From an optimization exercise on the open Yosys and OpenROAD flow, aimed at small area; shortcuts taken in it are not production practice.
The RTL was checked by simulation tests, not by an equivalence proof against the original design.
No activity file was given, so power comes from the tool's default toggle rates. No driver is modelled on the clock port, so clocking that relies on it looks cheaper here than on a real chip.

[design/flow/flow/run.sh]
#!/bin/bash
# Layout flow: the standard flow (standard.sh) with these changes.
#  1. Synthesis is the standard one, but ABC maps the logic with flow/abc_map.script
#     (area-recovering mapping rounds) instead of ORFS's abc_speed.script, and adders
#     are left to ABC (no ADDER_MAP_FILE) instead of being mapped to ha/fa cells first.
#     Registers are mapped before ABC runs, so they are the standard synthesis's
#     registers.
#  2. Ports are buffered with sky130_fd_sc_hd__buf_1.
#  3. CTS uses clkbuf_16 with larger sink clusters and inserts no dummy loads.
#  4. The buffers synthesis puts on pass-through (constant) outputs are removed at
#     floorplan (REMOVE_ABC_BUFFERS), as timing-driven placement would otherwise do.
# Each step's output goes to a log file in this folder.
set -euo pipefail
here=$(pwd)
rm -rf "$here/scripts_abc"
cp -r "$FLOW_HOME/scripts" "$here/scripts_abc"
cp "$here/flow/abc_map.script" "$here/scripts_abc/abc_speed.script"
export REMOVE_ABC_BUFFERS=1
export BUFFER_PORTS_ARGS="-buffer_cell sky130_fd_sc_hd__buf_1"
export CTS_ARGS="-sink_clustering_enable -repair_clock_nets -sink_clustering_size 34 -sink_clustering_max_diameter 60 -buf_list sky130_fd_sc_hd__clkbuf_16 -dont_use_dummy_load"
SCRIPTS_DIR="$here/scripts_abc" ADDER_MAP_FILE= bash standard.sh synth > "$here/synth.log" 2>&1
bash standard.sh > "$here/layout.log" 2>&1
[design/flow/flow/abc_map.script]
&get -n
&st
&dc2
&dch -f
&nf -R 1000 -p -F 8 -A 4
&st
&syn2
&dc2
&if -g -K 6
&synch2
&nf -R 1000 -p -F 8 -A 4
&st
&syn2
&if -g -K 6
&synch2
&nf -R 1000 -p -F 8 -A 4
&st
&dc2
&dch -f
&nf -R 1000 -p -F 8 -A 4
&put
topo
stime -c
dnsize -c
[design/flow/standard.sh]
#!/bin/bash
# synth_recipe.tcl (not shown) runs the flow's synth.tcl, then flattens the netlist and writes it again
# the make line also repeats each setting of config.mk as NAME=value (left out here)
make -C /OpenROAD-flow-scripts/flow DESIGN_CONFIG=/design/flow/config.mk WORK_HOME=/design/flow/orfs CLKGATE_MAP_FILE= SYNTH_SCRIPT=/design/flow/synth_recipe.tcl "${@:-finish}"
[design/flow/config.mk]
export PLATFORM = sky130hd
export DESIGN_NAME = rpi433_core
export DESIGN_NICKNAME = rpi433_core
export VERILOG_FILES = /design/flow/design.v
export SDC_FILE = /design/flow/constraint.sdc
export NUM_CORES = 4
export LEC_CHECK = 0
export CAP_MARGIN = 20
export CORE_MARGIN = 2
export CORE_UTILIZATION = 65
export GPL_TIMING_DRIVEN = 0
export PLACE_DENSITY = 0.8
export SLEW_MARGIN = 20
[design/flow/constraint.sdc]
create_clock -name core_clock -period 12.0 [get_ports {clk}]
set_input_delay 2.4000 -clock core_clock [delete_from_list [all_inputs] [get_ports {clk}]]
set_output_delay 2.4000 -clock core_clock [all_outputs]
set_load 0.01 [all_outputs]
[design/flow/design.v]
module rpi433_core (
    input  wire        clk,
    input  wire        rst,
    input  wire        rx_in,
    input  wire        cmd_valid,
    input  wire [11:0] cmd,
    input  wire [15:0] rd_addr,
    output wire        tx_out,
    output wire        tx_busy,
    output wire        rx_done,
    output wire        rx_ovr,
    output wire        cmd_err,
    output wire [2:0]  rx_stat,
    output wire [4:0]  rx_cause,
    output wire [7:0]  rx_len,
    output wire [5:0]  rx_nbytes,
    output wire [15:0] min_low,
    output wire [15:0] min_high,
    output wire [7:0]  rd_data
);
    localparam [1:0] R_IDLE = 2'd0, R_START = 2'd1, R_DATA = 2'd2;
    localparam [1:0] T_IDLE = 2'd0, T_RUN = 2'd1, T_FIN = 2'd2, T_END = 2'd3;
    localparam [1:0] G_SIG = 2'd0, G_LEN = 2'd1, G_PAY = 2'd2, G_CHK = 2'd3;
    localparam [2:0] ST_NONE = 3'd0, ST_OK = 3'd1, ST_BADTIMING = 3'd2, ST_TOOSHORT = 3'd3,
                     ST_SIGMISMATCH = 3'd4, ST_LENOVERRUN = 3'd5, ST_CHKMISMATCH = 3'd6;
    localparam [3:0] OP_TXCLR = 4'h1, OP_TXPUSH = 4'h2, OP_TXGO = 4'h3,
                     OP_RXACK = 4'h4, OP_ERRCLR = 4'h5;
    localparam [6:0] END_P = 7'd100;
    function [7:0] key_byte;
        input [3:0] i;
        key_byte = (i[3:1] != 3'd0) ? {i, i} : (i[0] ? 8'h07 : 8'hC5);
    endfunction
    function [7:0] sig_byte;
        input [1:0] i;
        sig_byte = i[1] ? (i[0] ? 8'h1B : 8'h5C) : (i[0] ? 8'hF9 : 8'h63);
    endfunction
    integer     q;
    reg [4:0]   ph;              
    reg [1:0]   txphase;         
    reg [1:0]   txrg;            
    reg         txlevel;
    reg [7:0]   txhold;
    reg [2:0]   txbc;            
    reg [4:0]   txcnt;           
    reg [5:0]   txlen;
    reg [7:0]   txchk;           
    reg [255:0] txr;             
    reg         txpv;            
    reg [7:0]   txn;             
    reg         cmderr;
    reg [1:0]   rxphase;
    reg         level;
    reg [6:0]   elapsed;         
    reg [6:0]   unit;            
    reg         bad;
    reg         cwovf;
    reg [9:0]   cwcnt;
    reg [6:0]   run_lo, run_hi;
    reg [6:0]   ev1_dur, ev2_dur;    
    wire [3:0]  m10 = ev2_dur[3:0];
    reg [7:0]   sr;              
    reg [5:0]   rxcnt;
    reg         nz;              
    reg         sigbad;          
    reg [7:0]   nlen;            
    reg         dchk;            
    reg [7:0]   acc;             
    reg [7:0]   pend;            
    reg [255:0] bank0, bank1;
    reg         disp;            
    reg [2:0]   rxstat;
    reg [4:0]   rxcause;
    reg [7:0]   rxlen;
    reg [5:0]   rxnbytes;
    reg [6:0]   minlow, minhigh;
    reg         rxdone, rxovr;
    wire [7:0] tx_enc = txn ^ key_byte(txcnt[3:0]);        
    reg  [7:0] tx_frame_byte;
    always @* begin
        case (txrg)
            G_SIG:   tx_frame_byte = sig_byte(txcnt[1:0]);
            G_LEN:   tx_frame_byte = {2'b00, txlen};
            G_PAY:   tx_frame_byte = tx_enc;
            default: tx_frame_byte = txchk;
        endcase
    end
    wire       tx_frame_bit = tx_frame_byte[3'd7 - txbc];
    wire       tx_hold  = (txhold > 8'd1);
    wire       tx_bit   = (txphase == T_RUN) && !tx_hold;      
    wire       tx_bend  = tx_bit && (txbc == 3'd7);           
    wire [4:0] txcnt_p1 = txcnt + 1'b1;
    wire       tx_pay_last = (txcnt_p1 == txlen[4:0]);    
    reg [1:0]  txphase_s;
    always @* begin
        txphase_s = txphase;
        if (txphase == T_IDLE || tx_hold)
            txphase_s = txphase;
        else if (txphase == T_END)
            txphase_s = T_IDLE;
        else if (txphase == T_FIN)
            txphase_s = T_END;
        else if (tx_bend && txrg == G_CHK)
            txphase_s = T_FIN;
    end
    wire [3:0] op        = cmd[11:8];
    wire [7:0] arg       = cmd[7:0];
    wire       tx_idle_s = (txphase_s == T_IDLE);
    wire do_txclr  = cmd_valid && op == OP_TXCLR  && tx_idle_s;
    wire do_txpush = cmd_valid && op == OP_TXPUSH && tx_idle_s && !txlen[5];
    wire do_txgo   = cmd_valid && op == OP_TXGO   && tx_idle_s;
    wire do_rxack  = cmd_valid && op == OP_RXACK;
    wire do_errclr = cmd_valid && op == OP_ERRCLR;
    wire refused   = cmd_valid && (op == OP_TXCLR || op == OP_TXPUSH || op == OP_TXGO ||
                                   op > OP_ERRCLR) &&
                     !(do_txclr || do_txpush || do_txgo);
    wire [4:0] tx_wsl   = txlen[4:0] + ph + {4'd0, !txpv};    
    wire       tx_podd  = !(txlen[0] ^ ph[0]);                  
    wire       tx_dir   = do_txpush && !tx_podd;
    wire       tx_we    = txpv || tx_dir;
    wire [7:0] tx_wd    = txpv ? txchk : arg;
    wire [4:0] tx_rsl   = txcnt + ph;
    wire       tx_fetch = (tx_rsl[2:0] == 3'd7) && (txrg == G_LEN || (txrg == G_PAY && txbc == 3'd0));
    wire [6:0] diff     = (elapsed == 7'd127) ? 7'd127 : elapsed + 1'b1;
    wire       gate     = (rxphase != R_IDLE) && (diff > END_P);
    wire       changed  = (rx_in != level);
    wire       accepted = changed && (diff >= 7'd2);
    wire [1:0] phase_g  = gate ? R_IDLE : rxphase;
    wire       is_first = accepted && phase_g == R_IDLE;
    wire       is_calib = accepted && phase_g == R_START;
    wire       is_data  = accepted && phase_g == R_DATA;
    wire       do_record = is_calib || is_data;
    wire [7:0] ce  = {1'b0, diff} - {2'b00, unit[6:1]} - {7'd0, unit[0]};
    wire ge1 = !ce[7];
    wire ge3 = (ce[6:0] >= unit);
    wire ge5 = ({1'b0, ce[6:0]} >= {unit, 1'b0});
    wire sym_zero = is_data && ge1 && !ge3;
    wire sym_one  = is_data && ge1 &&  ge3 && !ge5;
    wire sym_bad  = is_data && !sym_zero && !sym_one;
    wire push     = sym_zero || sym_one;
    wire [7:0] byte_n     = {sr[6:0], sym_one};
    wire       byte_store = push && sr[7] && (rxcnt < 6'd38);
    wire [5:0] pay_c      = rxcnt - 6'd5;       
    wire       pend_ok  = (rxcnt >= 6'd6) && (rxcnt <= 6'd37);
    wire [4:0] pend_sl  = rxcnt[4:0] - 5'd5 + ph;        
    wire       pend_wr  = pend_ok && (pend_sl[3:0] == 4'd0);
    wire       wr0      = pend_wr && !pend_sl[4];
    wire       wr16     = pend_wr &&  pend_sl[4];
    wire [3:0] cause_t;
    assign cause_t[0] = (run_lo >= END_P) || (run_hi >= END_P);
    assign cause_t[1] = (run_lo < 7'd2) || (run_hi < 7'd2);
    assign cause_t[2] = bad;
    assign cause_t[3] = cwovf;
    wire [4:0] fin_cause = {(cause_t == 4'b0000) && (rxcnt != 6'd0) && !nz, cause_t};
    reg [2:0] fin_stat;
    always @* begin
        if (fin_cause != 5'b00000)   fin_stat = ST_BADTIMING;
        else if (rxcnt < 6'd4)       fin_stat = ST_TOOSHORT;
        else if (sigbad)             fin_stat = ST_SIGMISMATCH;
        else if (!dchk)              fin_stat = ST_LENOVERRUN;
        else if (acc != 8'h00)       fin_stat = ST_CHKMISMATCH;
        else                         fin_stat = ST_OK;
    end
    wire fin_ok = (fin_stat == ST_OK);
    wire rxdone_h = do_rxack ? 1'b0 : rxdone;
    wire rxovr_h  = do_rxack ? 1'b0 : rxovr;
    always @(posedge clk) begin
        for (q = 0; q < 32; q = q + 2)
            txr[8*q +: 8] <= ~((tx_we && tx_wsl[4:1] == q[4:1]) ? (q[1] ? tx_wd : ~tx_wd)
                                                              : txr[8*((q+31)%32) +: 8]);
        for (q = 1; q < 32; q = q + 2)
            txr[8*q +: 8] <= txr[8*(q-1) +: 8];
        if (tx_fetch)
            txn <= ~txr[8*{tx_rsl[4:3], 3'd7} +: 8];      
        bank0 <= {bank0[247:128], (wr16 && disp)  ? pend : bank0[127:120],
                  bank0[119:0],   (wr0 && disp)   ? pend : bank0[255:248]};
        bank1 <= {bank1[247:128], (wr16 && !disp) ? pend : bank1[127:120],
                  bank1[119:0],   (wr0 && !disp)  ? pend : bank1[255:248]};
        if (byte_store)
            pend <= byte_n ^ key_byte(pay_c[3:0]);
        if (byte_store && rxcnt == 6'd4)
            nlen <= byte_n;
        if (do_record && !cwcnt[9]) begin
            ev1_dur <= diff;
            ev2_dur <= ev1_dur;
        end else if (is_first) begin
            ev2_dur[3:0] <= 4'd1;
        end else if (rxphase == R_START && !accepted) begin
            ev2_dur[3:0] <= (m10 == 4'd9) ? 4'd0 : m10 + 1'b1;
        end
        if (do_txgo)
            txchk <= 8'h00;
        else if (tx_idle_s)
            txchk <= arg;
        else if (tx_bend && txrg == G_PAY)
            txchk <= txchk ^ tx_enc;
        if (do_txgo) begin
            txhold <= 8'd10;
            txbc   <= 3'd0;
            txcnt  <= 5'd0;
            txrg   <= G_SIG;
        end else if (tx_hold) begin
            txhold <= txhold - 1'b1;
        end else if (txphase == T_FIN) begin
            txhold <= 8'd150;
        end else if (tx_bit) begin
            txhold <= tx_frame_bit ? 8'd20 : 8'd10;
            txbc   <= txbc + 1'b1;
            if (tx_bend) begin
                case (txrg)
                    G_SIG: begin
                        txcnt <= txcnt_p1;
                        if (txcnt[1:0] == 2'd3) begin
                            txrg  <= G_LEN;
                            txcnt <= 5'd0;
                        end
                    end
                    G_LEN: txrg <= (txlen == 6'd0) ? G_CHK : G_PAY;
                    G_PAY: begin
                        txcnt <= txcnt_p1;
                        if (tx_pay_last) txrg <= G_CHK;
                    end
                    default: ;
                endcase
            end
        end
        if (is_first)
            unit <= 7'd0;
        else if (rxphase == R_START && !accepted)
            unit <= unit + (m10 != 4'd0);
    end
    always @(posedge clk) begin
        if (rst) begin
            ph       <= 5'd0;
            txphase  <= T_IDLE;
            txlevel  <= 1'b0;
            txlen    <= 6'd0;
            txpv     <= 1'b0;
            cmderr   <= 1'b0;
            rxphase  <= R_IDLE;
            level    <= 1'b0;
            elapsed  <= 7'd0;
            bad      <= 1'b0;
            cwovf    <= 1'b0;
            cwcnt    <= 10'd0;
            run_lo   <= END_P;
            run_hi   <= END_P;
            sr       <= 8'h01;
            rxcnt    <= 6'd0;
            nz       <= 1'b0;
            sigbad   <= 1'b0;
            dchk     <= 1'b0;
            acc      <= 8'h00;
            disp     <= 1'b0;
            rxstat   <= ST_NONE;
            rxcause  <= 5'd0;
            rxlen    <= 8'd0;
            rxnbytes <= 6'd0;
            minlow   <= END_P;
            minhigh  <= END_P;
            rxdone   <= 1'b0;
            rxovr    <= 1'b0;
        end else begin
            ph <= ph + 1'b1;
            txphase <= txphase_s;
            if (txphase == T_FIN && !tx_hold)
                txlevel <= 1'b0;
            else if (tx_bit)
                txlevel <= ~txlevel;
            txpv <= do_txpush && tx_podd;
            if (do_txclr)
                txlen <= 6'd0;
            if (do_txpush)
                txlen <= txlen + 1'b1;
            if (do_txgo) begin
                txlevel <= 1'b1;
                txphase <= T_RUN;
            end
            if (do_errclr)
                cmderr <= 1'b0;
            if (refused)
                cmderr <= 1'b1;
            rxdone <= rxdone_h;
            rxovr  <= rxovr_h;
            if (gate) begin
                rxovr    <= rxovr_h | rxdone_h;
                rxdone   <= 1'b1;
                rxstat   <= fin_stat;
                rxcause  <= fin_cause;
                rxnbytes <= rxcnt;
                minlow   <= run_lo;
                minhigh  <= run_hi;
                rxlen    <= fin_ok ? nlen : 8'd0;
                disp     <= disp ^ fin_ok;
                cwcnt    <= 10'd0;
                rxcnt    <= 6'd0;
                sr       <= 8'h01;
                bad      <= 1'b0;
                cwovf    <= 1'b0;
                run_lo   <= END_P;
                run_hi   <= END_P;
                nz       <= 1'b0;
                sigbad   <= 1'b0;
                dchk     <= 1'b0;
                acc      <= 8'h00;
                rxphase  <= R_IDLE;
            end
            if (!accepted) begin
                elapsed <= diff;
            end else begin
                elapsed <= 7'd0;
                level   <= rx_in;
                if (is_first)
                    rxphase <= R_START;
                if (is_calib)
                    rxphase <= R_DATA;
                if (sym_bad)
                    bad <= 1'b1;
            end
            if (do_record) begin
                if (!cwcnt[9]) begin
                    cwcnt <= cwcnt + 1'b1;
                    if (cwcnt[8:2] != 7'd0) begin
                        if (!level && ev2_dur < run_lo) run_lo <= ev2_dur;
                        if ( level && ev2_dur < run_hi) run_hi <= ev2_dur;
                    end
                end else begin
                    cwovf <= 1'b1;
                end
            end
            if (push) begin
                sr <= sr[7] ? 8'h01 : byte_n;
                if (byte_store) begin
                    rxcnt <= rxcnt + 1'b1;
                    if (byte_n != 8'h00)
                        nz <= 1'b1;
                    if (rxcnt < 6'd4 && byte_n != sig_byte(rxcnt[1:0]))
                        sigbad <= 1'b1;
                    if (rxcnt >= 6'd5 && !dchk) begin
                        acc <= acc ^ byte_n;
                        if ({2'b00, pay_c} == nlen)
                            dchk <= 1'b1;
                    end
                end
            end
        end
    end
    wire [4:0] rd_sl   = rd_addr[4:0] + ph;
    reg  [7:0] rd_b0, rd_b1;
    always @* begin
        rd_b0 = 8'h00;
        rd_b1 = 8'h00;
        for (q = 0; q < 32; q = q + 1) begin
            rd_b0 = rd_b0 | ({8{rd_sl == q && !disp}} & bank0[8*q +: 8]);
            rd_b1 = rd_b1 | ({8{rd_sl == q &&  disp}} & bank1[8*q +: 8]);
        end
    end
    wire       rd_ok   = (rd_addr[15:8] == 8'h00) && (rd_addr[7:0] < rxlen);
    assign tx_out    = txlevel;
    assign tx_busy   = (txphase != T_IDLE);
    assign rx_done   = rxdone;
    assign rx_ovr    = rxovr;
    assign cmd_err   = cmderr;
    assign rx_stat   = rxstat;
    assign rx_cause  = rxcause;
    assign rx_len    = rxlen;
    assign rx_nbytes = rxnbytes;
    assign min_low   = {9'd0, minlow};
    assign min_high  = {9'd0, minhigh};
    assign rd_data   = rd_ok ? (rd_b1 | rd_b0) : 8'h00;
endmodule
==> metrics.md, run 1 <==
| Metric | Value |
|---|---|
| Outcome | `timing/DRC/antenna clean` |
| CP endpoint kind | `output port` |
| Synth unique cells | `60` |
| Sw Share | `0.239` |
| Vias in the first global route | `roughly 20k` |
| Post-synthesis instance total | `2,522` |
| Sw power | `~0.0013 W` |
| Min Hold Slack | `0.313 ns` |
| Primary FF master, synth | `dfxtp_1` |
| DR pass1 iterations | `10` |
| Leakage | `roughly 12 nW` |
| Post-synth ARST share | `0` |
| Clk buf depth | `3` |
| DP HPWL | `~55 mm` |
| Worst min-delay path class | `reg2reg` |
| Clk Latency, worst-skew pair | `between 0.6 and 0.7 ns` |
| Post-CTS Setup Repair Bufs | `0` |
| Worst stage delay on the critical path | `0.73 ns` |
| Crit-path slowest cell | `nand2b_1` |
| Area delta synth->final | `8.62%` |
| Nets | `between 2k and 3k` |
| Vias per cell | `around 6.6` |
| Mux contribution to synthesized area | `0.0444` |
| Minimum clock period | `about 9.5 ns` |
| Antenna violations before repair | `3` |
| Startpoint Class | `input port` |
| Sequential Power Share | `0.628` |
| Worst IR Drop VDD | `between 0.1 and 0.15 mV` |
| CTS root buf | `clkbuf_16` |
| Site Rows | `77` |
| Remaining antenna violation count | `0` |
| Starting DRC count in detailed routing | `between 3k and 4k` |
| DRC errors left | `0` |
| Total grt overflow | `0` |
| Worst-path clk slew | `~0.11 ns` |
| Power Internal | `between 0.004 and 0.005 W` |
| Compound-Gate Fraction of Synth Area | `0.145` |
| Most frequent cells in the layout | `dfxtp_1, nor2_1, nand2_1` |
| Gr usage total | `0.345` |
| Total negative slack | `0 ns` |
| Period utilisation layout | `0.788` |
| Die Ht | `216 um` |
| Cts repair resizes | `0` |
| Clk sink count | `955` |
| Number of flops mapped to enable cells by yosys | `38` |
| Die width | `between 200 and 250 um` |
| CP Max Fanout | `16` |
| Core area | `around 44,000 um^2` |
| Largest family of logic cells by synthesized area | `compound AO/OA/AOI/OAI gates` |
| Pins Over Slew Limit | `0` |
| Max-Cap Viols | `0` |
| Slew @ Worst Pin | `~1.3 ns` |
| TritonCTS clock tree | `done` |
| Final Non-Filler Cells | `between 3k and 4k` |
| Simple-gate share of the synthesized area | `0.111` |
| Via count | `~21k` |
| Power share of the clock group | `0.292` |
| Filler cell count | `~3k` |
| Hold Fails Final Rpt | `0` |
| Post-synthesis sequential area ratio | `0.665` |
| Adder-Cell Fraction of Synth Area | `0.00478` |
| CTS Buf Count | `45` |
| Synth Area in XOR/XNOR | `0.0203` |
| Yosys warns | `1` |
| Largest net degree at the start of global routing | `35` |
| CP cell instances | `buf_1, nor2_1, o21ai_0, maj3_1, maj3_1, xnor2_1, nand2b_1, nor2_1, buf_4, a22o_1, a221oi_1, nand3_1, nor4_1, nand4_1, o31a_1, buf_1` |
| Die ar. | `46,800 um^2` |
| Starting Density | `0.660` |
| Register bit total from synthesis | `955` |
| Final setup fails | `0` |
| Final Util | `0.717` |
| DRT Wirelength | `roughly 82 mm` |
| P per Cell Area | `between 150 and 200 nW/um^2` |
| Power Total | `about 0.0055 W` |
| Inst Count DP | `3,210` |
| Routability cong. | `between 0.9 and 1` |
| Kind of critical path | `in2out` |
| Io pins | `just under 100` |
| Worst EP arrival | `about 7.1 ns` |
| Comb power frac | `0.080` |
| Slew HR | `0.115` |
| Synthesized cell area | `29,300 um^2` |
| First-pass GRT wire length | `122 mm` |
| Worst Clk Skew | `0.0622 ns` |
| RSZ-0062 raised after global routing | `no` |
| Share of layout cells above drive strength 1 | `0.0537` |
| CTS Hold Bufs | `0` |
| Worst Path Required | `about 9.6 ns` |
| Peak Freq | `106 MHz` |
| Syn Area/Cell | `about 12 um^2` |
| # port buffers | `80` |
| H-tree levels | `2` |
| Avg WL per Cell | `between 20 and 30 um` |
| Commonest non-fill, non-tap cell in the layout | `dfxtp_1` |
==> cells in the mapped netlist, types with 40 or more instances <==
| cell | instances | area, um^2 |
|---|---|---|
| dfxtp_1 | 917 | 18400 |
| a21oi_1 | 124 | 621 |
| a222oi_1 | 91 | 911 |
| xnor2_1 | 42 | 368 |
| nand2_1 | 198 | 743 |
| o21ai_0 | 102 | 510 |
| nor3_1 | 40 | 200 |
| a22oi_1 | 75 | 563 |
| clkinv_1 | 40 | 150 |
| nand3_1 | 41 | 205 |
| nor2_1 | 266 | 998 |
| a22o_1 | 56 | 490 |
| mux2i_1 | 75 | 751 |
==> layout make-up <==
type | count | area, um^2 | share of cell area
Multi-Input combinational cell | 1526 | 9820 | 0.308
Clock buffer | 45 | 1130 | 0.0353
Timing Repair Buffer | 99 | 518 | 0.0163
Sequential cell | 955 | 19500 | 0.612
Tap cell | 592 | 741 | 0.0232
Antenna cell | 2 | 5.00 | 0.000157
Inverter | 40 | 150 | 0.00471
==> routing by layer <==
| layer | up-vias | routed length [um] | global-route usage | part of all wire |
|---|---|---|---|---|
| met4 | 2 | 4200 | 0.145 | 0.051 |
| met1 | 10200 | 32200 | 0.474 | 0.39 |
| li1 | 9511 | - | - | - |
| met2 | 1398 | 35300 | 0.514 | 0.43 |
| met3 | 306 | 10700 | 0.0995 | 0.13 |
| met5 | - | 13 | 0 | 0.00016 |
==> worst max-delay path, delay by kind of cell <==
family | cells | cell delay, ns
and+or+nand+nor | 6 | 1.92
AOI/OAI and AO/OA | 4 | 1.01
adders and majority gates | 2 | 0.85
buffers and inverters | 3 | 0.55
xor gates and xnor gates | 1 | 0.31
==> cells by family (layout without fill, tap and decap cells) <==
| group | count (synthesis) | count (layout) |
|---|---|---|
| xor+xnor | 68 | 68 |
| other cells | 1 | 20 |
| fa+ha+maj | 14 | 14 |
| flops | 955 | 955 |
| mux | 116 | 116 |
| simple gates | 713 | 713 |
| buf+inv | 58 | 184 |
| compound gates | 597 | 597 |
==> stage by stage <==
stage / instance area, um^2 / setup WS, ns
after floorplan: 29300 / 3.85
after global placement: 30300 / 2.81
after detailed placement: 30700 / 2.39
after CTS: 31800 / 2.38
after global routing: 31900 / 2.40
final: 31900 / 2.55
==> power groups by stage <==
stage               Combinational, W  Clock (W)  Sequential [W]
floorplan                   0.000306          0         0.00349
global placement            0.000400          0         0.00352
detailed placement          0.000428          0         0.00353
CTS                         0.000431    0.00160         0.00346
global route                0.000481    0.00171         0.00348
finish                      0.000442    0.00160         0.00346
==> state kept, by name, indices dropped and copies added, names as in the netlist, 10 cells and up <==
register and cells:
bank0 256, cwcnt 10, bank1 256, txr 256
==> worst paths after layout <==
check | start | to | slack [ns] | cells past startpoint
worst max-delay path | rd_addr[1] | rd_data[4] | 2.55 | 16
worst min-delay path | txr[162]$_DFF_P_ | txr[170]$_DFF_P_ | 0.31 | 0
worst max register to register | elapsed[5]$_SDFF_PP0_ | acc[2]$_SDFF_PP0_ | 6.14 | 18
worst min register to register | txr[162]$_DFF_P_ | txr[170]$_DFF_P_ | 0.31 | 0
==> run 2, diff against run 1 <==
--- a/design/flow/design.v
+++ b/design/flow/design.v
@@ -20,3 +20,2 @@
 );
-    localparam [1:0] R_IDLE = 2'd0, R_START = 2'd1, R_DATA = 2'd2;
     localparam [1:0] T_IDLE = 2'd0, T_RUN = 2'd1, T_FIN = 2'd2, T_END = 2'd3;
@@ -50,3 +49,3 @@
     reg         cmderr;
-    reg [1:0]   rxphase;
+    reg         rxact;           
     reg         level;
@@ -123,9 +122,9 @@
     wire [6:0] diff     = (elapsed == 7'd127) ? 7'd127 : elapsed + 1'b1;
-    wire       gate     = (rxphase != R_IDLE) && (diff > END_P);
+    wire       gate     = rxact && (diff > END_P);
+    wire       rx_start = rxact && (cwcnt == 10'd0);      
     wire       changed  = (rx_in != level);
     wire       accepted = changed && (diff >= 7'd2);
-    wire [1:0] phase_g  = gate ? R_IDLE : rxphase;
-    wire       is_first = accepted && phase_g == R_IDLE;
-    wire       is_calib = accepted && phase_g == R_START;
-    wire       is_data  = accepted && phase_g == R_DATA;
+    wire       is_first = accepted && (gate || !rxact);
+    wire       is_calib = accepted && !gate && rx_start;
+    wire       is_data  = accepted && !gate && rxact && !rx_start;
     wire       do_record = is_calib || is_data;
@@ -186,3 +185,3 @@
             ev2_dur[3:0] <= 4'd1;
-        end else if (rxphase == R_START && !accepted) begin
+        end else if (rx_start && !accepted) begin
             ev2_dur[3:0] <= (m10 == 4'd9) ? 4'd0 : m10 + 1'b1;
@@ -227,3 +226,3 @@
             unit <= 7'd0;
-        else if (rxphase == R_START && !accepted)
+        else if (rx_start && !accepted)
             unit <= unit + (m10 != 4'd0);
@@ -238,3 +237,3 @@
             cmderr   <= 1'b0;
-            rxphase  <= R_IDLE;
+            rxact    <= 1'b0;
             level    <= 1'b0;
@@ -304,3 +303,3 @@
                 acc      <= 8'h00;
-                rxphase  <= R_IDLE;
+                rxact    <= 1'b0;
             end
@@ -312,5 +311,3 @@
                 if (is_first)
-                    rxphase <= R_START;
-                if (is_calib)
-                    rxphase <= R_DATA;
+                    rxact <= 1'b1;
                 if (sym_bad)
--- a/design/flow/flow/run.sh
+++ b/design/flow/flow/run.sh
@@ -19,3 +19,3 @@
 export BUFFER_PORTS_ARGS="-buffer_cell sky130_fd_sc_hd__buf_1"
-export CTS_ARGS="-sink_clustering_enable -repair_clock_nets -sink_clustering_size 34 -sink_clustering_max_diameter 60 -buf_list sky130_fd_sc_hd__clkbuf_16 -dont_use_dummy_load"
+export CTS_ARGS="-sink_clustering_enable -repair_clock_nets -sink_clustering_size 30 -sink_clustering_max_diameter 80 -buf_list sky130_fd_sc_hd__clkbuf_16 -dont_use_dummy_load"
 SCRIPTS_DIR="$here/scripts_abc" ADDER_MAP_FILE= bash standard.sh synth > "$here/synth.log" 2>&1
--- a/design/flow/config.mk
+++ b/design/flow/config.mk
@@ -9,5 +9,5 @@
 export CORE_MARGIN = 2
-export CORE_UTILIZATION = 65
+export CORE_UTILIZATION = 75
 export GPL_TIMING_DRIVEN = 0
-export PLACE_DENSITY = 0.8
+export PLACE_DENSITY = 0.88
 export SLEW_MARGIN = 20
==> run 2 against run 1 <==
  * Combinational power down 9.3%
  * Clock skew is 0.0027 ns lower
  * First-iteration DRC count fell by 3.4%
  * Setup slack improved by 0.14 ns
  * Power shrank 4.6%
  * Hold slack got worse by 0.017 ns
  * Non-clock buffer count decreased by 3
  * Sequential power fell by 3%
  * Core utilization grew 10 points
  * Highest routed layer is now met4
==> metrics.md, run 2 <==
| Metric | Value |
|---|---|
| Outcome | `timing/DRC/antenna clean` |
| Cell taking the most area after synthesis | `dfxtp_1` |
| Synthesized cell area | `29,400 um^2` |
| Largest registers | `bank0: 256 flops, bank1: 256 flops, txr: 256 flops` |
| Syn Area/Cell | `11.5 um^2` |
| Hold Fails Final Rpt | `0` |
| Area contributors post-synth | `dfxtp_1, edfxtp_1, nor2_1, a222oi_1, mux2i_1` |
| Area delta synth->final | `7.72%` |
| Sw Share | `0.241` |
| Worst IR Drop VDD | `approximately 0.14 mV` |
| CP Max Fanout | `16` |
| TritonCTS clock tree | `done` |
| Vias in the first global route | `21.3k` |
| P per Cell Area | `~170 nW/um^2` |
| Total grt overflow | `0` |
| Pre-CTS setup slack | `2.47 ns` |
| Setup ws final | `2.68 ns` |
| Period utilisation layout | `0.776` |
| Sequential Power Share | `0.639` |
| Number of flops mapped to enable cells by yosys | `38` |
| Io pins | `99` |
| # port buffers | `80` |
| Most common cell in the netlist | `dfxtp_1` |
| Largest net degree at the start of global routing | `33` |
| Comb power frac | `0.076` |
| Post-CTS Setup Repair Bufs | `0` |
| Clk buf depth | `3` |
| Worst-path clk slew | `0.10 ns` |
| Clk sink count | `954` |
| Via count | `22.1k` |
| Clk Latency, worst-skew pair | `between 0.6 and 0.7 ns` |
| Worst EP arrival | `~6.9 ns` |
| CTS Hold Bufs | `0` |
| Max-Cap Viols | `0` |
| Die width | `a little over 200 um` |
| Minimum clock period | `approximately 9.3 ns` |
| Leakage | `12.1 nW` |
| Post-synthesis instance total | `between 2k and 3k` |
| RSZ-0062 raised after global routing | `no` |
| Worst Clk Skew | `0.0595 ns` |
| Gr usage total | `0.427` |
| Die ar. | `40,800 um^2` |
| DP HPWL | `57.6 mm` |
| Post-synthesis sequential area ratio | `0.663` |
| Synth unique cells | `56` |
| Power share of the clock group | `0.285` |
| Register bit total from synthesis | `roughly 950` |
| DRC errors left | `0` |
| Final setup fails | `0` |
| Slew HR | `0.0981` |
| Core area | `roughly 39,000 um^2` |
| Cts repair resizes | `0` |
| Share of layout cells above drive strength 1 | `0.0511` |
| Startpoint Class | `input port` |
| Starting Density | `0.760` |
| Primary FF master, synth | `dfxtp_1` |
| Antenna violations before repair | `3` |
| Sw power | `approximately 0.0013 W` |
| Vias per cell | `approximately 7` |
| Total negative slack | `0 ns` |
| Worst min-delay path class | `reg2reg` |
| Avg WL per Cell | `approximately 27 um` |
| Slew @ Worst Pin | `about 1.3 ns` |
| Kind of critical path | `in2out` |
| First-pass GRT wire length | `130 mm` |
| Remaining antenna violation count | `0` |
| Share of Yosys cell area claimed by the top area cell type | `0.624` |
| Yosys warns | `1` |
| Power Internal | `between 0.003 and 0.004 W` |
| Starting DRC count in detailed routing | `around 3.2k` |
| H-tree levels | `2` |
| Most frequent cells in the layout | `dfxtp_1, nor2_1, nand2_1` |
| DR pass1 iterations | `9` |
| Nets | `2,714` |
| Commonest non-fill, non-tap cell in the layout | `dfxtp_1` |
| CP endpoint kind | `output port` |
| Worst Path Required | `9.60 ns` |
| CTS root buf | `clkbuf_16` |
| Peak Freq | `107 MHz` |
| Post-synth top cells | `dfxtp_1, nor2_1, nand2_1` |
| Site Rows | `72` |
| Pins Over Slew Limit | `0` |
| DRT Wirelength | `about 90 mm` |
| Post-synth ARST share | `0` |
| CTS Buf Count | `38` |
| Routability cong. | `just under 1` |
| Die Ht | `202 um` |
==> run 2: path summary, 6_finish.rpt <==
check	from	endpoint	slack [ns]	cells after the start
worst min-delay path	txr[243]$_DFF_P_	txr[251]$_DFF_P_	0.30	0
worst min register to register	txr[243]$_DFF_P_	txr[251]$_DFF_P_	0.30	0
worst max register to register	elapsed[0]$_SDFF_PP0_	acc[7]$_SDFF_PP0_	6.49	20
worst max-delay path	rd_addr[0]	rd_data[2]	2.68	15
==> run 2: layout make-up <==
class | count | area [um^2]
fillers | 2217 | 7010
diodes | 1 | 2.50
flip-flops and latches | 954 | 19500
repair buffers | 96 | 484
multi-input cells | 1546 | 9900
inverters | 46 | 173
well taps | 518 | 648
clock buffers | 38 | 951
==> run 2: cells by family (layout without fill, tap and decap cells) <==
kind of cell,after synthesis,count (layout),share of synthesized area
flops,954,954,0.663
buf+inv,64,180,0.0105
xor+xnor,74,74,0.0221
compound gates,604,604,0.145
fa+ha+maj,10,10,0.00341
other cells,1,19,0.000128
simple gates,722,722,0.111
mux,118,118,0.0451
==> run 2: worst max-delay path: stages <==
cell,delay (ns)
buf_1,0.15
nand2_1,0.16
o21ai_0,0.21
maj3_1,0.45
maj3_1,0.38
xnor2_1,0.27
or2_1,0.66
nor2_1,0.53
a222oi_1,0.54
nand3_1,0.15
nor4_1,0.30
nand4_1,0.13
nor3_1,0.25
nor2_1,0.14
buf_1,0.19
==> run 2: per-layer routing <==
layer | global-route usage | up-vias | share of wire
met5 | 0 | - | 0
met2 | 0.668 | 1627 | 0.45
met4 | 0.216 | 0 | 0.062
met3 | 0.117 | 404 | 0.13
met1 | 0.548 | 10500 | 0.36
li1 | - | 9546 | -
==> run 2: power by group through the flow <==
stage / registers, W / logic, W / clock network [W]
floorplan: 0.00339 / 0.000273 / 0
global placement: 0.00341 / 0.000358 / 0
detailed placement: 0.00342 / 0.000385 / 0
CTS: 0.00335 / 0.000389 / 0.00148
global route: 0.00336 / 0.000437 / 0.00158
finish: 0.00335 / 0.000401 / 0.00150
==> run 2: metrics by stage <==
| stage | cell area, um^2 | utilization | hold slack (ns) | total power, W | instances |
|---|---|---|---|---|---|
| 6_report | 31600 | 0.819 | 0.295 | 0.00525 | 3199 |
| 5_1_grt | 31600 | 0.819 | 0.304 | 0.00538 | 3198 |
| 4_1_cts | 31600 | 0.818 | 0.295 | 0.00521 | 3197 |
| 3_5_place_dp | 30700 | 0.793 | 0.312 | 0.00380 | 3159 |
| 3_3_place_gp | 30300 | 0.783 | 0.310 | 0.00377 | 3144 |
| 2_1_floorplan | 29300 | - | 0.310 | 0.00366 | 2546 |
==> run 3, diff against run 2 <==
--- a/design/flow/design.v
+++ b/design/flow/design.v
@@ -46,3 +46,4 @@
     reg [255:0] txr;             
-    reg         txpv;            
+    reg [7:0]   txs2, txs3;      
+    reg         txv1, txv2, txv3;    
     reg [7:0]   txn;             
@@ -114,7 +115,13 @@
                      !(do_txclr || do_txpush || do_txgo);
-    wire [4:0] tx_wsl   = txlen[4:0] + ph + {4'd0, !txpv};    
-    wire       tx_podd  = !(txlen[0] ^ ph[0]);                  
-    wire       tx_dir   = do_txpush && !tx_podd;
-    wire       tx_we    = txpv || tx_dir;
-    wire [7:0] tx_wd    = txpv ? txchk : arg;
+    wire [1:0] tx_n2    = 2'd1 + {1'b0, txv1};
+    wire [1:0] tx_n3    = 2'd1 + {1'b0, txv1} + {1'b0, txv2};
+    wire [1:0] tx_base  = txlen[1:0] + ph[1:0] + 2'd1;        
+    wire       tx_c0    = do_txpush && (tx_base == 2'd0);
+    wire       tx_c1    = txv1 && (tx_base == 2'd1);
+    wire       tx_c2    = txv2 && (tx_base == tx_n2);
+    wire       tx_c3    = txv3 && (tx_base == tx_n3);
+    wire       tx_we    = tx_c0 || tx_c1 || tx_c2 || tx_c3;
+    wire [1:0] tx_nsel  = tx_c0 ? 2'd0 : tx_c1 ? 2'd1 : tx_c2 ? tx_n2 : tx_n3;
+    wire [4:0] tx_wsl   = txlen[4:0] + ph + 5'd1 - {3'd0, tx_nsel};    
+    wire [7:0] tx_wd    = tx_c0 ? arg : tx_c1 ? txchk : tx_c2 ? txs2 : txs3;
     wire [4:0] tx_rsl   = txcnt + ph;
@@ -165,7 +172,10 @@
     always @(posedge clk) begin
-        for (q = 0; q < 32; q = q + 2)
-            txr[8*q +: 8] <= ~((tx_we && tx_wsl[4:1] == q[4:1]) ? (q[1] ? tx_wd : ~tx_wd)
-                                                              : txr[8*((q+31)%32) +: 8]);
-        for (q = 1; q < 32; q = q + 2)
-            txr[8*q +: 8] <= txr[8*(q-1) +: 8];
+        for (q = 0; q < 32; q = q + 1)
+            if (q % 4 == 0)
+                txr[8*q +: 8] <= ~((tx_we && tx_wsl[4:2] == q[4:2]) ? (q[2] ? tx_wd : ~tx_wd)
+                                                                  : txr[8*((q+31)%32) +: 8]);
+            else
+                txr[8*q +: 8] <= txr[8*(q-1) +: 8];
+        txs2 <= txchk;
+        txs3 <= txs2;
         if (tx_fetch)
@@ -235,3 +245,5 @@
             txlen    <= 6'd0;
-            txpv     <= 1'b0;
+            txv1     <= 1'b0;
+            txv2     <= 1'b0;
+            txv3     <= 1'b0;
             cmderr   <= 1'b0;
@@ -267,3 +279,5 @@
                 txlevel <= ~txlevel;
-            txpv <= do_txpush && tx_podd;
+            txv1 <= do_txpush;
+            txv2 <= txv1 && !do_txclr;
+            txv3 <= txv2 && !do_txclr;
             if (do_txclr)
==> run 3 against run 2 <==
  * Still clean
  * Design area is 0.76% lower
  * Core utilization is 0.43 points lower
  * Cell count is 0.97% lower
  * Clock skew is 0.0029 ns higher
  * Power is 2.4% higher
  * Fmax is 0.16% higher
  * Global-route usage is 0.43 points lower
  * Hold slack better by 0.0044 ns
  * Sequential power is 2% higher
  * Critical endpoint is now rd_data[1]
  * Highest routed layer is now met5
==> metrics.md, run 3 <==
| Metric | Value |
|---|---|
| Post-synth top cells | `dfxtp_1, nor2_1, a21oi_1` |
| Worst min-delay path class | `reg2reg` |
| Worst Clk Skew | `roughly 0.062 ns` |
| Most frequent cells in the layout | `dfxtp_1, nor2_1, a21oi_1` |
| CTS Buf Count | `38` |
| Nets | `~2.7k` |
| Slew HR | `0.0963` |
| Largest registers | `bank0: 256 flops, bank1: 256 flops, txr: 256 flops` |
| Gr usage total | `0.422` |
| Crit-path slowest cell | `nor2_1` |
| Number of flops mapped to enable cells by yosys | `38` |
| CTS Hold Bufs | `0` |
| Sw Share | `0.245` |
| Slew @ Worst Pin | `1.35 ns` |
| Kind of critical path | `in2out` |
| Die width | `201 um` |
| Most common cell in the netlist | `dfxtp_1` |
| Worst IR Drop VDD | `between 0.15 and 0.2 mV` |
| Remaining antenna violation count | `0` |
| Vias in the first global route | `roughly 21k` |
| Post-CTS Setup Repair Bufs | `0` |
| Max-Cap Viols | `0` |
| Leakage | `approximately 12 nW` |
| Clk Latency, worst-skew pair | `0.62 ns` |
| Total grt overflow | `0` |
| Worst Path Required | `9.60 ns` |
| Core area | `between 30,000 and 40,000 um^2` |
| H-tree levels | `2` |
| Share of layout cells above drive strength 1 | `0.0461` |
| Die ar. | `around 41,000 um^2` |
| Peak Freq | `around 110 MHz` |
| Dpl cell area | `approximately 30,000 um^2` |
| Final setup fails | `0` |
| Area delta synth->final | `7.35%` |
| Worst-path clk slew | `0.11 ns` |
| Synthesized cell area | `approximately 30,000 um^2` |
| Yosys warns | `1` |
| Period utilisation layout | `0.775` |
| Post-synthesis instance total | `around 2.5k` |
| CP Max Fanout | `16` |
| CP endpoint kind | `output port` |
| DRC errors left | `0` |
| Final instance area | `31,400 um^2` |
| Largest net degree at the start of global routing | `44` |
| Primary FF master, synth | `dfxtp_1` |
| Crit path max-delay family | `simple AND/OR/NAND/NOR gates` |
| Post-synth ARST share | `0` |
| Io pins | `99` |
| Area contributors post-synth | `dfxtp_1, edfxtp_1, nor2_1, a222oi_1, a21oi_1` |
| CP cell instances | `buf_1, nor2_1, o21ai_0, maj3_1, maj3_1, xnor2_1, nand2b_1, nor2_1, a222oi_1, nand3_1, nor4_1, a21boi_0, buf_1` |
| Outcome | `timing/DRC/antenna clean` |
| CP Buf/Inv Count | `2` |
| DR pass1 iterations | `10` |
| DP HPWL | `~56 mm` |
| Sequential Power Share | `0.634` |
| Total negative slack | `0 ns` |
| Sw power | `0.00131 W` |
| Post-synthesis sequential area ratio | `0.678` |
| P per Cell Area | `171 nW/um^2` |
| Pre-CTS setup slack | `around 2.9 ns` |
| Power share of the clock group | `0.278` |
| Antenna violations before repair | `3` |
| Clk sink count | `972` |
| Minimum clock period | `9.30 ns` |
| First-pass GRT wire length | `128 mm` |
| Site Rows | `72` |
| Avg WL per Cell | `approximately 27 um` |
| Die Ht | `201 um` |
| Synth unique cells | `between 50 and 60` |
| Worst EP arrival | `6.90 ns` |
| Routability cong. | `0.996` |
| DRT Wirelength | `around 87 mm` |
| TritonCTS clock tree | `done` |
| Syn Area/Cell | `about 12 um^2` |
| CTS root buf | `clkbuf_16` |
| Starting Density | `0.759` |
| Starting DRC count in detailed routing | `about 3.3k` |
| Via count | `about 22k` |
| Vias per cell | `6.84` |
| # port buffers | `80` |
| Worst stage delay on the critical path | `1.16 ns` |
| Setup ws final | `between 2 and 3 ns` |
| Cell taking the most area after synthesis | `dfxtp_1` |
| Clk buf depth | `3` |
| Cts repair resizes | `0` |
| Power Internal | `0.00406 W` |
| RSZ-0062 raised after global routing | `no` |
| Share of Yosys cell area claimed by the top area cell type | `0.639` |
| Startpoint Class | `input port` |
| Comb power frac | `0.088` |
| Commonest non-fill, non-tap cell in the layout | `dfxtp_1` |
| Pins Over Slew Limit | `0` |
| Hold Fails Final Rpt | `0` |
| Register bit total from synthesis | `972` |
run 3: power by group through the flow:
stage          logic, W  clock network, W  registers (W)
2_1_floorplan  0.000318                 0        0.00345
3_3_place_gp   0.000409                 0        0.00347
3_5_place_dp   0.000449                 0        0.00348
4_1_cts        0.000458           0.00148        0.00340
5_1_grt        0.000509           0.00158        0.00342
6_report       0.000472           0.00150        0.00341
run 3: layout make-up:
type                       instances  area (um^2)
clock buffer                      38          951
multi-input combinational       1510         9390
sequential                       972        19800
antenna                            1         2.50
inverter                          41          154
fill                            2260         7150
timing repair buffer              88          420
tap                              518          648
run 3: per-layer routing:
| layer | vias up | part of all wire | GRT usage |
|---|---|---|---|
| li1 | 9456 | - | - |
| met1 | 10300 | 0.35 | 0.504 |
| met2 | 1442 | 0.46 | 0.682 |
| met3 | 463 | 0.11 | 0.109 |
| met4 | 2 | 0.077 | 0.274 |
| met5 | - | 0.00018 | 0 |
run 3: kinds of logic after synthesis:
logic type / synth area share
AND/OR/NAND/NOR: 0.112
XOR/XNOR: 0.0216
AO/OA/AOI/OAI: 0.152
multiplexers: 0.0219
adder cells (fa/ha/maj): 0.00445
flip-flops: 0.678
buffers and inverters: 0.00988
other: 0.000128
run 3: path summary, 6_finish.rpt:
path	startpoint	to	slack, ns	depth (start not counted)
worst min-delay path	bank1[4]$_DFF_P_	bank1[12]$_DFF_P_	0.30	0
worst min register to register	bank1[4]$_DFF_P_	bank1[12]$_DFF_P_	0.30	0
worst max register to register	elapsed[3]$_SDFF_PP0_	acc[3]$_SDFF_PP0_	5.51	18
worst max-delay path	rd_addr[1]	rd_data[1]	2.70	13
run 3: metrics by stage:
step,power (W),hold WS [ns],util,cells
floorplan,0.00377,0.310,-,2523
global placement,0.00388,0.310,0.781,3121
detailed placement,0.00392,0.312,0.789,3129
CTS,0.00534,0.306,0.814,3167
global route,0.00551,0.311,0.814,3168
finish,0.00538,0.300,0.814,3168
==> run 4, diff against run 3 <==
--- a/design/flow/flow/run.sh
+++ b/design/flow/flow/run.sh
@@ -19,3 +19,3 @@
 export BUFFER_PORTS_ARGS="-buffer_cell sky130_fd_sc_hd__buf_1"
-export CTS_ARGS="-sink_clustering_enable -repair_clock_nets -sink_clustering_size 30 -sink_clustering_max_diameter 80 -buf_list sky130_fd_sc_hd__clkbuf_16 -dont_use_dummy_load"
+export CTS_ARGS="-sink_clustering_enable -repair_clock_nets -sink_clustering_size 32 -sink_clustering_max_diameter 80 -buf_list sky130_fd_sc_hd__clkbuf_16 -dont_use_dummy_load"
 SCRIPTS_DIR="$here/scripts_abc" ADDER_MAP_FILE= bash standard.sh synth > "$here/synth.log" 2>&1
==> run 4 against run 3 <==
  * Routed wire length rose by 0.57%
  * Die area did not move
  * Non-clock buffer count did not move
  * Clock-buffer cell count fell by 2
  * Largest power group unchanged
  * Clock skew fell by 0.0033 ns
  * Design area fell by 0.15%
  * Sequential cell count did not move
  * Critical path type unchanged
  * Critical path depth did not move
  * Power fell by 0.33%
  * Largest cell class unchanged
==> metrics.md, run 4 <==
| Metric | Value |
|---|---|
| Nets | `around 2.7k` |
| CP endpoint kind | `output port` |
| Total grt overflow | `0` |
| Pins Over Slew Limit | `0` |
| Cts repair resizes | `0` |
| Worst-path clk slew | `about 0.12 ns` |
| Worst EP arrival | `~6.9 ns` |
| Total negative slack | `0 ns` |
| CTS Buf Count | `36` |
| H-tree levels | `2` |
| Worst min-delay path class | `reg2reg` |
| R2r worst-path depth | `18` |
| Capturing point of the worst reg2reg path | `acc[3]$_SDFF_PP0_` |
| Peak Freq | `about 110 MHz` |
| CP Max Fanout | `16` |
| Hold path endpoint | `txr[221]$_DFF_P_` |
| Most common cell in the netlist | `dfxtp_1` |
| Post-synth ARST share | `0` |
| Area contributors post-synth | `dfxtp_1, edfxtp_1, nor2_1, a222oi_1, a21oi_1` |
| Post-synthesis instance total | `~2.5k` |
| Simple-gate share of the synthesized area | `0.112` |
| Synth Area in XOR/XNOR | `0.0216` |
| Final instance area | `about 31,000 um^2` |
| Slew HR | `0.0879` |
| DRC errors left | `0` |
| Largest net degree at the start of global routing | `44` |
| Number of flops mapped to enable cells by yosys | `38` |
| DRT Wirelength | `approximately 87 mm` |
| Worst Path Required | `roughly 9.6 ns` |
| Worst IR Drop VDD | `around 0.19 mV` |
| Pre-CTS setup slack | `approximately 2.9 ns` |
| RSZ-0062 raised after global routing | `no` |
| Max-Cap Viols | `0` |
| Minimum clock period | `between 9 and 10 ns` |
| Clk buf depth | `3` |
| Worst hold stages | `0` |
| # port buffers | `80` |
| Commonest non-fill, non-tap cell in the layout | `dfxtp_1` |
| Min Hold Slack | `around 0.32 ns` |
| R2r setup slk | `5.59 ns` |
| TritonCTS clock tree | `done` |
| Site Rows | `72` |
| Io pins | `slightly below 100` |
| Core area | `~39,000 um^2` |
| Synth unique cells | `slightly below 60` |
| DR pass1 iterations | `10` |
| Final Util | `0.813` |
| Period utilisation layout | `0.779` |
| First-pass GRT wire length | `129 mm` |
| Dpl cell area | `between 30,000 and 40,000 um^2` |
| Die width | `slightly above 200 um` |
| Vias per cell | `~6.9` |
| Final setup fails | `0` |
| Post-synth top cells | `dfxtp_1, nor2_1, a21oi_1` |
| Via count | `21.8k` |
| Compound-Gate Fraction of Synth Area | `0.152` |
| Post-CTS Setup Repair Bufs | `0` |
| Largest registers | `bank0: 256 flops, bank1: 256 flops, txr: 256 flops` |
| Worst Clk Skew | `between 0.05 and 0.06 ns` |
| DP HPWL | `between 50 and 60 mm` |
| Die Ht | `around 200 um` |
| CTS root buf | `clkbuf_16` |
| Leakage | `11.5 nW` |
| Mux contribution to synthesized area | `0.0219` |
| Routability cong. | `roughly 1.0` |
| Avg WL per Cell | `27.5 um` |
| Outcome | `timing/DRC/antenna clean` |
| Remaining antenna violation count | `0` |
| P per Cell Area | `around 170 nW/um^2` |
| Kind of critical path | `in2out` |
| Yosys warns | `1` |
| Area delta synth->final | `7.19%` |
| Synthesized cell area | `29,300 um^2` |
| Setup ws final | `2.66 ns` |
| Clk Latency, worst-skew pair | `between 0.6 and 0.7 ns` |
| Largest family of logic cells by synthesized area | `compound AO/OA/AOI/OAI gates` |
| Adder-Cell Fraction of Synth Area | `0.00445` |
| Antenna violations before repair | `3` |
| Hold Startpoint | `txr[213]$_DFF_P_` |
| Cell taking the most area after synthesis | `dfxtp_1` |
| Startpoint Class | `input port` |
| Gr usage total | `0.425` |
| Vias in the first global route | `21.3k` |
| Slew @ Worst Pin | `between 1 and 1.5 ns` |
| Clk sink count | `roughly 970` |
| Hold Fails Final Rpt | `0` |
| Share of layout cells above drive strength 1 | `0.0457` |
| Primary FF master, synth | `dfxtp_1` |
| Die ar. | `approximately 41,000 um^2` |
| CTS Hold Bufs | `0` |
| Syn Area/Cell | `about 12 um^2` |
| Post-synthesis sequential area ratio | `0.678` |
| Share of Yosys cell area claimed by the top area cell type | `0.639` |
| Starting DRC count in detailed routing | `about 3.3k` |
| Register bit total from synthesis | `slightly below 1k` |
| Reg-to-Reg Start | `elapsed[3]$_SDFF_PP0_` |
| Starting Density | `0.759` |
| Most frequent cells in the layout | `dfxtp_1, nor2_1, a21oi_1` |
[run 4: layer usage]
layer	global-route usage	vias to the layer above	wire [um]
met3	0.0954	449	9120
met2	0.680	1516	40400
met4	0.287	2	6730
met5	0	-	13
met1	0.518	10300	30900
li1	-	9462	-
[run 4: area by class of cell]
type | instances | area, um^2
inverters | 41 | 154
fillers | 2250 | 7200
flip-flops and latches | 972 | 19800
diodes | 1 | 2.50
clock buffers | 36 | 901
repair buffers | 88 | 420
multi-input cells | 1510 | 9390
well taps | 518 | 648
[run 4: power breakdown]
| group | switching (W) | internal (W) |
|---|---|---|
| Sequential | 0.0000871 | 0.00332 |
| Clock | 0.000928 | 0.000547 |
| Combinational | 0.000309 | 0.000164 |
| Total | 0.00132 | 0.00403 |
[run 4: how the worst max path moves through the flow]
stage | from | endpoint | slack, ns | cells past startpoint
after floorplan | rd_addr[1] | rd_data[6] | 3.82 | 12
after global placement | rd_addr[1] | rd_data[0] | 2.82 | 13
after detailed placement | rd_addr[1] | rd_data[6] | 2.90 | 14
after CTS | rd_addr[1] | rd_data[6] | 2.90 | 14
after global routing | rd_addr[1] | rd_data[6] | 2.61 | 14
final | rd_addr[1] | rd_data[0] | 2.66 | 13
[run 4: kinds of logic (layout without fill, tap and decap cells)]
group           Yosys count  count (layout)
fa+ha+maj                13              13
other cells               1              19
xor+xnor                 72              72
mux                      50              50
buf+inv                  59             165
compound gates          632             632
simple gates            725             725
flops                   972             972
[run 4: stage by stage]
stage,instances,total power (W)
2_1_floorplan,2523,0.00377
3_3_place_gp,3121,0.00388
3_5_place_dp,3129,0.00392
4_1_cts,3165,0.00532
5_1_grt,3165,0.00549
6_report,3166,0.00536
[run 4: worst max-delay path: stages]
cell and delay, ns:
buf_1 0.11, nor2_1 0.15, o21ai_0 0.21, maj3_1 0.45
maj3_1 0.38, xnor2_1 0.26, nand2_1 0.52, nor2_1 1.15
a22oi_1 0.29, nand4_1 0.18, nor4_1 0.06, a21boi_0 0.57
buf_1 0.21

==> what the ideal ports hide <==
The flow's constraints put no driver on any port. The routed layouts listed below were extracted and timed again, unchanged, in two steps.
Step 1: set_driving_cell puts a clkbuf_16 on clk and a buf_2 on each other input, an assumption about the parent block.
Step 2 moves the port delays by t, midway between the first and last clock arrival at a register: inputs arrive t later, outputs are due t later. That takes back most of the time a late clock gives input paths.
a / b / c = ideal ports / drivers / drivers and shift; a / b = the first two.
run	t (ns)	setup WS [ns]	worst register clock-pin slew, ns
run 1	0.663	2.548 / 2.483 / 2.483	0.12 / 0.12
run 2	0.653	2.683 / 2.663 / 2.663	0.11 / 0.11
run 3	0.650	2.698 / 2.665 / 2.665	0.11 / 0.11
run 4	0.654	2.655 / 2.622 / 2.622	0.12 / 0.12
After both steps setup and hold are still met in every run listed. The setup slack of run 1, which loses most, moves by -0.065 ns with the drivers and by -0.065 ns with both steps.
